This is an optimization exercise on Yosys and OpenROAD, whose aim is small area, a short achievable clock period and few clock cycles per item, not a production implementation.
The RTL was checked by simulation tests, not by an equivalence proof against the original design.

north:
// nru_itoa
module nru_itoa (
    input  wire        clk,
    input  wire        rst_n,       
    input  wire        start,
    input  wire        ptr,         
    input  wire [63:0] value,       
    input  wire [31:0] prec,        
    input  wire [7:0]  flags,       
    output wire        ready,
    output reg         done,
    output wire [9:0]  span_start,
    output wire [9:0]  span_len,
    output reg  [15:0] head,
    output reg  [1:0]  hlen,
    input  wire [8:0]  rd_addr,
    output wire [7:0]  rd_data
);
    localparam [1:0] R10 = 2'b00, R16 = 2'b01, R8 = 2'b10, R2 = 2'b11;
    wire        f_uc    = flags[0];
    wire        f_alt   = flags[1];
    wire        f_plus  = flags[2];
    wire        f_space = flags[3];
    wire        f_w64   = flags[4];
    wire        f_sgn   = flags[5];
    wire [1:0]  f_radix = flags[7:6];
    wire        dec_in  = !ptr && f_radix == R10;
    wire        oct_in  = !ptr && f_radix == R8;
    wire [1:0]  rad_in  = ptr ? R16 : f_radix;
    wire        wide    = f_w64 || ptr;
    wire        sbit    = f_w64 ? value[63] : value[31];
    wire        is_neg  = !ptr && f_sgn && sbit;
    wire [63:0] u = wide ? value : {32'd0, value[31:0]};
    reg  [7:0]  nzp, nzn;
    integer c;
    always @(*) begin
        for (c = 0; c < 8; c = c + 1) begin
            nzp[c] = |u[8*c +: 8];
            if (c == 0)
                nzn[c] = 1'b1;
            else
                nzn[c] = !(&value[8*c-1 +: 8]) && (f_w64 || c < 4);
        end
    end
    wire [7:0]  nz = is_neg ? nzn : nzp;
    reg  [2:0]  top_in;
    always @(*) begin
        top_in = 3'd0;
        for (c = 0; c < 8; c = c + 1)
            if (nz[c]) top_in = c[2:0];
    end
    wire        u_nz = |nzp;
    reg  [15:0] head_in;
    reg  [1:0]  hlen_in;
    always @(*) begin
        head_in = 16'd0;
        hlen_in = 2'd0;
        if (!ptr) begin
            if (f_sgn) begin
  ...
For scale: ~130 flip-flops, roughly 20,000 um2 of cells after synthesis.
clock: 6.0 ns
lec_check: 0
abc_clock_period_in_ps: 2000
cap_margin: 20
core_margin: 2
core_utilization: 40
setup_slack_margin: 1.5
slew_margin: 20
synth_hierarchical: 1
synth_minimum_keep_size: 0
standard.sh (not shown) runs the stock make flow with config.mk's settings and CLKGATE_MAP_FILE= SYNTH_SCRIPT=/design/flow/synth_recipe.tcl, a recipe that flattens the netlist after the stock synthesis.
==> flow/flow/run.sh <==
#!/bin/bash
# The standard layout, with port buffers that timing repair may resize.
set -euo pipefail
bash standard.sh MATCH_CELL_FOOTPRINT=0 'BUFFER_PORTS_ARGS=-buffer_cell sky130_fd_sc_hd__buf_2' finish > flow.log 2>&1
north was carried through to the last stage, and its layout satisfied the timing, design-rule and antenna checks.
Testbench counts of north, summed over its fixed seeds: cycles 13,482, items 4,800.
For south, these inputs were changed with respect to north:
--- a/flow/config.mk
+++ b/flow/config.mk
@@ -8 +8 @@
-export ABC_CLOCK_PERIOD_IN_PS = 2000
+export ABC_CLOCK_PERIOD_IN_PS = 3500
@@ -11,2 +11,4 @@
-export CORE_UTILIZATION = 40
-export SETUP_SLACK_MARGIN = 1.5
+export CORE_UTILIZATION = 60
+export GPL_TIMING_DRIVEN = 0
+export PLACE_DENSITY = 0.75
+export SETUP_SLACK_MARGIN = 1
Findings:
Compared with north, south shows a lower design area. Going from north to south, number of standard cells in the final layout excluding fillers shrinks by about 8%. Relative to north, timing-limited maximum frequency has decreased by about 8% in south. Die size: south is under north. Compared with north, south shows a higher first-iteration DRC count. Per the comparison of south with north, all-layer global routing usage picked up an extra 16 points, time the worst path needs with I/O delays and setup higher.
Setup changes, south to east
--- a/flow/config.mk
+++ b/flow/config.mk
@@ -11,3 +11 @@
-export CORE_UTILIZATION = 60
-export GPL_TIMING_DRIVEN = 0
-export PLACE_DENSITY = 0.75
+export CORE_UTILIZATION = 40
[summary]
- east completed end to end with timing, DRC and antenna clean.
- For routed length on met1, dividing the value from east by the value from south gives 1.13.
- [diff] worst slew margin relative to its limit, east relative to south: regression
- Final area essentially unchanged between south and east.
- Non-clock buffer count went down by more than 10% going from south to east.
- Clock-buffer cell count: east > south
- east vs south, destination of the critical timing path: rd_data[0] vs ck[5]$_DFFE_PP_
- south -> east: first-pass GRT wire length decreased slightly
## Diff of input files: west against east
--- a/flow/config.mk
+++ b/flow/config.mk
@@ -11,2 +11,3 @@
-export CORE_UTILIZATION = 40
-export SETUP_SLACK_MARGIN = 1
+export CORE_UTILIZATION = 60
+export PLACE_DENSITY = 0.75
+export SETUP_SLACK_MARGIN = 1.25
[summary]
Changes observed in west relative to east: path depth of the worst reg2reg path now smaller; clock network latency to the later pin of the worst-skew pair now smaller; met2 layer wire length in the routed design now smaller. west vs. east: core utilization now sits higher, worst hold slack increased by 64 ps relative to the old numbers. Relative to east, transition time of the tightest slew-check pin has decreased by 21 ps in west. west: no failed stages, no open violations at the end. Compared with east, in west summed area of non-filler cells in the final layout saw an increase, number of stages on the worst setup path now sits higher.

## separate check: timing with driven ports
Ports are ideal in the flow. The routed layouts listed here were re-timed in OpenROAD. Step 1 sets driving cells, clkbuf_16 on the clock port and buf_2 on the other inputs (assumed; they add their load-dependent delay and slew). Step 2, shift: input delay + t, output delay - t, t = (earliest + latest rising clock arrival at the registers) / 2. This alone moves slack from input paths to output paths. Slacks: ideal ports / drivers / drivers and shift; pairs: ideal ports / drivers.
run	shift t [ns]	slack for setup (ns)	cell pins on the clock port's net
north	0.479	1.362 / 1.197 / 1.107	1
south	0.489	0.967 / 0.990 / 0.501	1
east	0.510	1.068 / 1.033 / 0.762	1
west	0.477	1.225 / 1.136 / 0.775	1
After both steps every run listed still meets setup and hold. For south, which loses most, drivers alone change the setup slack by +0.023 ns; drivers and shift together by -0.466 ns.
